This is an optimization exercise on Yosys and OpenROAD, whose aim is small area, a short achievable clock period and few clock cycles, not a production implementation. In this exercise RTL edits were held to simulation tests only and were not proved equivalent to the original. Power figures rest on the tool's default switching activity, not on a simulated workload.

`flow/run.sh`:
```
#!/bin/bash
# synth_recipe.tcl (not shown) runs the flow's synth.tcl, then flattens the netlist and writes it again
# the make line also repeats each setting of config.mk as NAME=value (left out here)
make -C /OpenROAD-flow-scripts/flow DESIGN_CONFIG=/design/flow/config.mk WORK_HOME=/design/flow/orfs CLKGATE_MAP_FILE= SYNTH_SCRIPT=/design/flow/synth_recipe.tcl finish
```
`flow/config.mk`:
```
export PLATFORM = sky130hd
export DESIGN_NAME = subxor
export DESIGN_NICKNAME = subxor
export VERILOG_FILES = /design/flow/design.v
export SDC_FILE = /design/flow/constraint.sdc
export NUM_CORES = 4
export LEC_CHECK = 0
export CAP_MARGIN = 20
export CORE_MARGIN = 2
export CORE_UTILIZATION = 25
export PLACE_DENSITY = 0.45
export SLEW_MARGIN = 20
```
`flow/constraint.sdc`:
```
create_clock -name core_clock -period 12.0 [get_ports {clk}]
set_input_delay 2.4000 -clock core_clock [delete_from_list [all_inputs] [get_ports {clk}]]
set_output_delay 2.4000 -clock core_clock [all_outputs]
set_load 0.01 [all_outputs]
```
`flow/design.v`:
```
module subxor (
    input  wire        clk,
    input  wire        rst,
    input  wire        cmd_valid,
    input  wire [63:0] cmd_word,
    output wire        cmd_ready,
    input  wire [7:0]  reg_idx,
    output reg  [63:0] reg_data,
    input  wire        pop,
    output wire [21:0] out_word,
    output wire        busy
);
    localparam LMAX = 8;
    localparam TMAX = 16;
    localparam OQD  = 16;
    localparam OQN  = 24;           
    localparam PH_LOAD = 2'd0, PH_RUN = 2'd1, PH_DONE = 2'd2, PH_ERROR = 2'd3;
    localparam [3:0] E_MALFORMED  = 4'd1,  E_EMPTY_IV  = 4'd2,  E_NON_UTF8   = 4'd3,
                     E_AMBIGUOUS  = 4'd4,  E_RESULT_NS = 4'd5,  E_INPUT_NS   = 4'd6,
                     E_ILLEGAL    = 4'd7,  E_SEQUENCE  = 4'd8,  E_TABLE_FULL = 4'd9,
                     E_IV_LONG    = 4'd10;
    localparam [2:0] S_IDLE = 3'd0, S_SCAN = 3'd1, S_SDEC = 3'd2, S_PAD = 3'd3, S_WAIT = 3'd4;
    localparam [63:0] W_CLEAR = 64'h1000000000000000,
                      W_DEC   = 64'h4100000000000000,
                      W_END   = 64'h7000000000000000;
    function scalar;
        input [20:0] c;
        begin
            scalar = (c <= 21'h10FFFF) && (c[20:11] != 10'h01B);
        end
    endfunction
    function [4:0] inc_q;
        input [4:0] p;
        begin
            inc_q = (p == OQN - 1) ? 5'd0 : p + 5'd1;
        end
    endfunction
    reg [1:0]  phase;
    reg        mode;
    reg        run_ok;
    reg [3:0]  err;
    reg [3:0]  ivlen;
    reg [4:0]  tcount;
    reg [3:0]  bfill;
    reg [3:0]  npad;
    reg [2:0]  ln;             
    reg [63:0] nin, nblk;
    reg [63:0] errcmd;
    reg [20:0] errval;         
    reg [31:0] errpos;         
    reg [20:0] fb   [0:LMAX-1];
    reg [20:0] tkey [0:TMAX-1];
    reg [20:0] tval [0:TMAX-1];
    reg [20:0] oq   [0:OQN-1];
    reg [4:0]  rd, wr, sp, cnt;
    reg        bad;            
    reg        found;          
    reg        dirty;          
    reg [2:0]  st;
    reg [3:0]  chk;
    wire idle = (st == S_IDLE);
    assign busy      = !idle;
    assign cmd_ready = idle;
    wire        oq_ne = (cnt != 5'd0);
    assign out_word = oq_ne ? {1'b1, oq[rd]} : 22'd0;
    wire        popf  = pop && oq_ne;
    wire [4:0]  cnt_p = cnt - {4'd0, popf};
    wire [5:0]  cnt_l = {1'b0, cnt_p} + {2'd0, ivlen};
    wire        room  = (cnt_l <= OQD);
    wire [63:0] w  = cmd_word;
    wire [3:0]  op = w[63:60];
    wire [20:0] ca = w[20:0];
    wire [20:0] cb = w[41:21];
    reg wf;
    always @(*) begin
        case (op)
            4'h0, 4'h1, 4'h6, 4'h7: wf = (w[59:0] == 60'd0);
            4'h2:                   wf = (w[55:42] == 14'd0);
            4'h3, 4'h5:             wf = (w[59:21] == 39'd0);
            4'h4:                   wf = (w[59:57] == 3'd0) && (w[55:0] == 56'd0);
            default:                wf = 1'b0;
        endcase
    end
    wire in_run = (phase == PH_RUN);
    wire scan   = (st == S_SCAN);
    wire pad    = (st == S_PAD);
    wire [20:0] pin = pad ? 21'd0 : ca;
    wire [20:0] fbv = fb[ln];
    wire [20:0] kin = in_run ? (fbv ^ pin) : ca;
    reg  [TMAX-1:0] kmatch, vmatch, ssel;
    reg  [20:0]     tsel, tk, vin;
    integer k;
    always @(*) begin
        for (k = 0; k < TMAX; k = k + 1)
            kmatch[k] = (k < tcount) && (tkey[k] == kin);
        for (k = 0; k < TMAX; k = k + 1)
            ssel[k] = scan ? (chk == k) : kmatch[k];
        tsel = 21'd0;
        for (k = 0; k < TMAX; k = k + 1)
            tsel = tsel | (tval[k] & {21{ssel[k]}});
        vin = scan ? tsel : (in_run ? pin : cb);
        for (k = 0; k < TMAX; k = k + 1)
            vmatch[k] = (k < tcount) && (tval[k] == vin) && !(scan && chk == k);
        tk = 21'd0;
        for (k = 0; k < TMAX; k = k + 1)
            tk = tk | (tkey[k] & {21{vmatch[k]}});
    end
    wire        khit  = |kmatch;
    wire        vhit  = |vmatch;
    wire [20:0] sub   = khit ? tsel : kin;
    wire [20:0] unsub = vhit ? tk : vin;
    wire [20:0] lx    = mode ? (fbv ^ unsub) : kin;    
    wire [20:0] lout  = mode ? lx : sub;               
    wire        lbad  = !scalar(lx);
    wire [20:0] fb_d  = (in_run && !mode) ? sub : ca;  
    wire        last  = ({1'b0, bfill} + 5'd1 >= {1'b0, ivlen});
    wire        plast = ({1'b0, ln} + 4'd1 == ivlen);
    wire        dmin  = !found || (vin < errval);
    task clear_state;
        begin
            phase  <= PH_LOAD;
            mode   <= 1'b0;
            run_ok <= 1'b0;
            ivlen  <= 4'd0;
            tcount <= 5'd0;
            bfill  <= 4'd0;
            npad   <= 4'd0;
            ln     <= 3'd0;
            nin    <= 64'd0;
            nblk   <= 64'd0;
            rd     <= 5'd0;
            wr     <= 5'd0;
            sp     <= 5'd0;
            cnt    <= 5'd0;
            bad    <= 1'b0;
            found  <= 1'b0;
            dirty  <= 1'b0;
            st     <= S_IDLE;
        end
    endtask
    task raise;
        input [3:0]  code;
        input [63:0] word;
        input [20:0] val;
        input [31:0] pos;
        begin
            phase  <= PH_ERROR;
            err    <= code;
            errcmd <= word;
            errval <= val;
            errpos <= pos;
        end
    endtask
    task start_run;
        begin
            phase <= PH_RUN;
            bfill <= 4'd0;
            ln    <= 3'd0;
            bad   <= 1'b0;
        end
    endtask
    integer i;
    always @(posedge clk) begin
        if (rst) begin
            clear_state;
        end else begin
            if (popf)
                rd <= inc_q(rd);
            cnt <= cnt_p;
            case (st)
            S_IDLE: if (cmd_valid) begin
                if (phase == PH_ERROR) begin
                    if (w == W_CLEAR)
                        clear_state;
                end else if (!wf) begin
                    raise(E_ILLEGAL, w, 21'd0, 32'd0);
                end else if (op == 4'h0) begin
                end else if (op == 4'h1) begin
                    clear_state;
                end else if ((op == 4'h2 || op == 4'h3 || op == 4'h4) && phase != PH_LOAD) begin
                    raise(E_SEQUENCE, w, {19'd0, phase}, 32'd0);
                end else if ((op == 4'h5 || op == 4'h6 || op == 4'h7) && phase != PH_RUN) begin
                    raise(E_SEQUENCE, w, {19'd0, phase}, 32'd0);
                end else begin
                    case (op)
                    4'h2: begin  
                        if (w[59:58] != 2'd2 || !w[57] || !w[56])
                            raise(E_MALFORMED, w, {17'd0, w[59:56]}, 32'd0);
                        else if (!scalar(ca))
                            raise(E_INPUT_NS, w, ca, 32'd0);
                        else if (!scalar(cb))
                            raise(E_INPUT_NS, w, cb, 32'd1);
                        else if (khit) begin
                            for (i = 0; i < TMAX; i = i + 1)
                                if (kmatch[i])
                                    tval[i] <= cb;
                            dirty <= 1'b1;
                        end else if (tcount == TMAX)
                            raise(E_TABLE_FULL, w, ca, 32'd0);
                        else begin
                            tkey[tcount[3:0]] <= ca;
                            tval[tcount[3:0]] <= cb;
                            tcount <= tcount + 5'd1;
                            if (vhit) begin
                                found <= 1'b1;
                                if (dmin)
                                    errval <= cb;
                            end
                        end
                    end
                    4'h3: begin  
                        if (!scalar(ca))
                            raise(E_INPUT_NS, w, ca, {28'd0, ivlen});
                        else if (ivlen == LMAX)
                            raise(E_IV_LONG, w, ca, {28'd0, ivlen});
                        else begin
                            fb[ln] <= fb_d;
                            ln     <= ln + 3'd1;
                            ivlen  <= ivlen + 4'd1;
                        end
                    end
                    4'h4: begin  
                        if (ivlen == 4'd0)
                            raise(E_EMPTY_IV, w, 21'd0, 32'd0);
                        else if (w[56] && dirty) begin
                            st    <= S_SCAN;
                            chk   <= 4'd0;
                            found <= 1'b0;
                        end else if (w[56] && found)
                            raise(E_AMBIGUOUS, w, errval, 32'd0);
                        else begin
                            mode <= w[56];
                            start_run;
                        end
                    end
                    4'h5: begin  
                        if (!scalar(ca))
                            raise(E_INPUT_NS, w, ca, {28'd0, bfill});
                        else begin
                            oq[sp] <= lout;
                            fb[ln] <= fb_d;
                            sp     <= inc_q(sp);
                            if (!last) begin
                                bfill <= bfill + 4'd1;
                                ln    <= ln + 3'd1;
                                nin   <= nin + 64'd1;
                                if (lbad && !bad) begin
                                    bad    <= 1'b1;
                                    errval <= lx;
                                    errpos <= {29'd0, ln};
                                end
                            end else if (bad)
                                raise(E_RESULT_NS, w, errval, errpos);
                            else if (lbad)
                                raise(E_RESULT_NS, w, lx, {29'd0, ln});
                            else begin
                                bfill <= 4'd0;
                                ln    <= 3'd0;
                                nin   <= nin + 64'd1;
                                nblk  <= nblk + 64'd1;
                                if (room) begin
                                    wr  <= inc_q(sp);
                                    cnt <= cnt_l[4:0];
                                end else
                                    st <= S_WAIT;
                            end
                        end
                    end
                    4'h6: begin  
                        raise(E_NON_UTF8, w, 21'd0, nin[31:0]);
                    end
                    4'h7: begin  
                        if (bfill == 4'd0) begin
                            phase  <= PH_DONE;
                            run_ok <= 1'b1;
                        end else if (bad)
                            raise(E_RESULT_NS, w, errval, errpos);
                        else
                            st <= S_PAD;
                    end
                    default: ;
                    endcase
                end
            end
            S_SCAN: begin
                if (vhit) begin
                    found <= 1'b1;
                    if (dmin)
                        errval <= vin;
                end
                if ({1'b0, chk} + 5'd1 == tcount) begin
                    st    <= S_SDEC;
                    dirty <= 1'b0;
                end else
                    chk <= chk + 4'd1;
            end
            S_SDEC: begin
                st <= S_IDLE;
                if (found)
                    raise(E_AMBIGUOUS, W_DEC, errval, 32'd0);
                else begin
                    mode <= 1'b1;
                    start_run;
                end
            end
            S_PAD: begin
                oq[sp] <= lout;
                sp     <= inc_q(sp);
                if (lbad) begin
                    raise(E_RESULT_NS, W_END, lx, {29'd0, ln});
                    st <= S_IDLE;
                end else if (plast) begin
                    npad   <= ivlen - bfill;
                    bfill  <= 4'd0;
                    ln     <= 3'd0;
                    nblk   <= nblk + 64'd1;
                    phase  <= PH_DONE;
                    run_ok <= 1'b1;
                    if (room) begin
                        wr  <= inc_q(sp);
                        cnt <= cnt_l[4:0];
                        st  <= S_IDLE;
                    end else
                        st <= S_WAIT;
                end else
                    ln <= ln + 3'd1;
            end
            S_WAIT: begin
                if (room) begin
                    wr  <= sp;
                    cnt <= cnt_l[4:0];
                    st  <= S_IDLE;
                end
            end
            default: st <= S_IDLE;
            endcase
        end
    end
    wire        is_err = (phase == PH_ERROR);
    wire [4:0]  dpn    = {1'b0, npad} - {1'b0, bfill};
    wire [63:0] nout   = nin + {{59{dpn[4]}}, dpn};
    always @(*) begin
        case (reg_idx)
            8'h00: reg_data = {48'd0, 4'd0, is_err ? err : 4'd0, 4'd0, run_ok, mode, phase};
            8'h01: reg_data = {60'd0, ivlen};
            8'h02: reg_data = {59'd0, tcount};
            8'h03: reg_data = {60'd0, bfill};
            8'h04: reg_data = nin;
            8'h05: reg_data = nblk;
            8'h06: reg_data = nout;
            8'h07: reg_data = {60'd0, npad};
            8'h08: reg_data = is_err ? errcmd : 64'd0;
            8'h09: reg_data = is_err ? {errpos, 11'd0, errval} : 64'd0;
            8'h0A: reg_data = {32'd16, 32'd8};
            8'h0B: reg_data = {59'd0, cnt};
            default: reg_data = 64'd0;
        endcase
    end
endmodule
```
==> results.txt <==
Yosys cell counts (48+ instances only):
cell type / n
or4_1: 70
mux4_2: 148
a221oi_1: 145
a22oi_1: 294
xor2_1: 61
mux2_2: 48
or3_1: 74
a211oi_1: 62
a22o_1: 202
xnor3_1: 66
a222oi_1: 100
nor2_1: 585
o22ai_1: 283
ha_1: 120
inv_1: 194
nand4_1: 191
nor3_1: 170
a21oi_1: 315
nand2_1: 541
and2_1: 172
clkbuf_1: 357
nand2b_1: 57
edfxtp_1: 1469
a2111oi_0: 49
buf_2: 123
o21ai_0: 320
xnor2_1: 279
o2111ai_1: 73
a31oi_1: 50
dfxtp_1: 176
and3_1: 91
mux2i_1: 194
o31ai_1: 57
nand3_1: 415
buf_1: 63
nor4_1: 159
a21o_1: 74
through the flow:
stage	worst slack, ns	setup TNS, ns
after global placement	-1.43	-309.36
after global routing	0.00508	0
after detailed placement	-0.875	-104.60
after floorplan	1.24	0
final	-0.141	-1.25
after CTS	0.115	0
placed cells by master (no fill, tap or decap), types with 88 or more instances in the layout:
cell             instances
dfxtp_1                169
a222oi_1               100
a22oi_1                294
nand4_1                191
inv_1                  194
a21oi_1                300
mux4_2                 148
a221oi_1               144
clkdlybuf4s50_1        145
o22ai_1                280
xnor2_1                274
nand2_1                540
nor3_1                 152
buf_12                 198
nor4_1                 122
clkbuf_16              217
nor2_1                 529
o21ai_0                292
ha_1                   120
edfxtp_1              1469
and3_1                  88
buf_4                 1482
and2_1                 170
a22o_1                 202
nand3_1                413
diode_2                 97
mux2i_1                188
sequential cells by signal, summed over array words and instances (netlist names), 3 cells and up, named ones only:
signal and flops:
bfill 4, tkey 336, npad 4, nblk 64
chk 4, errval 21, sp 5, tval 336
errcmd 64, ivlen 4, tcount 5, ln 3
oq 504, rd 5, err 4, st 3
nin 64, cnt 5, fb 168, errpos 32
cell families (layout without fill, tap and decap cells):
kind of cell | count (synthesis) | count (layout) | synth area share (%)
adder cells (fa/ha/maj) | 124 | 124 | 1.62
AND/OR/NAND/NOR | 2865 | 2865 | 15.8
multiplexers | 393 | 393 | 6.00
AO/OA/AOI/OAI | 2552 | 2552 | 19.4
other | 0 | 97 | 0
buffers and inverters | 802 | 2442 | 3.58
flip-flops | 1645 | 1645 | 48.9
XOR/XNOR | 414 | 414 | 4.71
path summary, 6_finish.rpt:
| kind | to | cells past startpoint |
|---|---|---|
| max reg2reg | nblk[52]$_SDFFE_PP0P_ | 36 |
| min reg2reg | run_ok$_SDFFE_PP0P_ | 2 |
| min | run_ok$_SDFFE_PP0P_ | 2 |
| max | nblk[52]$_SDFFE_PP0P_ | 36 |
worst max-delay path: cells and delay by family, from the launching register on:
kind,cells,cell delay [ns]
xor+xnor,3,0.92
buf+inv,13,2.98
flops,1,0.69
simple gates,11,4.41
compound gates,9,2.91
routing by layer:
layer  track usage [%]  vias up  routed length, microns
met2              60.2     8919                  355000
met5             0.266        -                     365
met1              55.0    54800                  353000
li1                  -    38500                       -
met4              28.5       46                   71000
met3              15.9     2280                  105000
final cells by class:
class	count	area (sq um)	area share (%)
Inverter	201	754	0.596
Antenna cell	97	243	0.192
Tap cell	5197	6500	5.13
Timing Repair Buffer	1847	16700	13.2
Clock buffer	266	5720	4.52
Sequential cell	1645	47700	37.6
Clock inverter	128	1610	1.27
Multi-Input combinational cell	6348	47500	37.5
power by group:
| part | switching, mW | leakage, nW | internal [mW] |
|---|---|---|---|
| Clock | 2.96 | 3.53 | 3.99 |
| Sequential | 0.0717 | 14.7 | 6.30 |
| Combinational | 2.04 | 25.3 | 1.05 |
timing repair:
| action | in CTS | in global routing |
|---|---|---|
| buffers inserted | 0 | 4 |
| endpoints found under the hold margin | 0 | 0 |
| endpoints found under the setup margin | 0 | 23 |
==> results.sh <==
export IMPL_status="finished with violations"
export IMPL_violations="negative setup slack"
export IMPL_dp_cells=15200
export IMPL_ys_warn_count=1
export IMPL_grt_overflow_total=0
export IMPL_syn_area_sq_um=97500
export IMPL_instances_no_fill=15700
export IMPL_cpMaxStageDelayCell="nor4_2"
export IMPL_startpoint_type="register"
export IMPL_finalPower_mw=16.4
export IMPL_ys_ff_latch=1645
export IMPL_wl_per_cell_microns=56.2
export IMPL_drtIter0Drc=18800
export IMPL_irDropWorstVdd_mv=0.147
export IMPL_tightest_slew_ns=1.37
export IMPL_hold_ws_ns=0.493
export IMPL_path_class="reg -> reg"
export IMPL_finalInstanceArea_sq_um=127000
export IMPL_grt_first_pass_wirelength_microns=1100000
export IMPL_cts_tree="yes"
export IMPL_post_route_util_pct=32.6
export IMPL_port_buffers=163
export IMPL_drive_gt1_share_pct=25.5
export IMPL_min_path_type="reg -> reg"
export IMPL_cts_buffers=214
export IMPL_worstPathMaxFanout=44
export IMPL_crit_top_cell="buf_4"
export IMPL_avgSynthCellArea_sq_um=11.1
export IMPL_cp_required_ns=12.87
export IMPL_synth_area_top_cells="edfxtp_1 45%, dfxtp_1 3.6%, mux4_2 3.4%"
export IMPL_dieArea_sq_um=395000
export IMPL_h_tree_depth=4
export IMPL_power_density_nw_per_um2=129
export IMPL_r2r_start="phase[0]$_SDFFE_PP0P_"
export IMPL_syn_to_final_growth_pct=30.0
export IMPL_worstHoldStart="run_ok$_SDFFE_PP0P_"
export IMPL_grt_pass1_vias=95300
export IMPL_cap_viol_max_count=0
export IMPL_first_pass_iters=9
export IMPL_rsz0062_at_grt="no"
export IMPL_ant_nets=0
export IMPL_dp_hpwl_microns=678000
export IMPL_place_congestion=1.11
export IMPL_die_h_microns=628
export IMPL_synth_nets=8995
export IMPL_finalWorstSetupSlack_ns=-0.141
export IMPL_antenna_found_initial=162
export IMPL_synth_cell_types=142
export IMPL_power_leakage_nw=43.5
export IMPL_cts_hold_buf=0
export IMPL_grt_start_max_net_pins=85
export IMPL_clock_sinks=1645
export IMPL_core_area_sq_um=389000
export IMPL_fin_nets=10500
export IMPL_synthFlopType="edfxtp_1"
export IMPL_pin_count=164
export IMPL_num_vias=105000
export IMPL_max_stage_delay_ns=1.07
export IMPL_cts_root_buf="clkbuf_16"
export IMPL_arrival_ns=13.01
export IMPL_synth_edff_count=1469
export IMPL_finalHoldViolations=0
export IMPL_drv_slew=0
export IMPL_end_kind="register"
export IMPL_wl_microns=885000
export IMPL_skew_ns=0.138
export IMPL_cts_clk_slew_worst_paths_ns=0.06
export IMPL_routed_via_density=6.65
export IMPL_place_area_sq_um=119000
export IMPL_die_w_microns=628
export IMPL_yosysSeqAreaShare_pct=48.9
export IMPL_setup_violations=19
export IMPL_drc=0
export IMPL_yosys_area_top_type="edfxtp_1"
export IMPL_async_reset_ff_share_pct=0
export IMPL_cts_path_max_buffers=4
export IMPL_slew_headroom_pct=8.85
export IMPL_finalCritPeriodShare_pct=101
export IMPL_fmax_mhz=82.4
export IMPL_clk_latency_ns=1.01
export IMPL_post_cts_resized=0
export IMPL_start_util_pct=25.1
export IMPL_synth_top_area_share_pct=45.3
export IMPL_r2r_setup_slack_ns=-0.14
export IMPL_syn_inst=8795
export IMPL_startpoint="phase[0]$_SDFFE_PP0P_"
export IMPL_rows=229
export IMPL_grt_use_total_pct=43.0
export IMPL_num_fill_cells=39500
export IMPL_timing_final_crit_period_ns=12.14
Testbench counts, summed over its fixed seeds: cycles 13,448.

## separate check: timing with driven ports
How much do the figures lean on ideal ports? The routed layout below was timed once more, with nothing changed but the port constraints.
Step 1, drivers: a clkbuf_16 drives clk and a buf_2 each remaining input, both assumed.
Step 2, shift: input delay + t, output delay - t, t = (earliest + latest rising clock arrival at the registers) / 2. This alone moves slack from input paths to output paths.
Three values: ideal, step 1, step 2; two values: the first two.
shift t [ns]: 1.058
setup WS [ns]: -0.141 / -0.141 / -1.094
slew at the worst register clock pin (ns): 0.07 / 0.07
For this run, drivers alone change the setup slack by 0.000 ns; drivers and shift together by -0.953 ns.
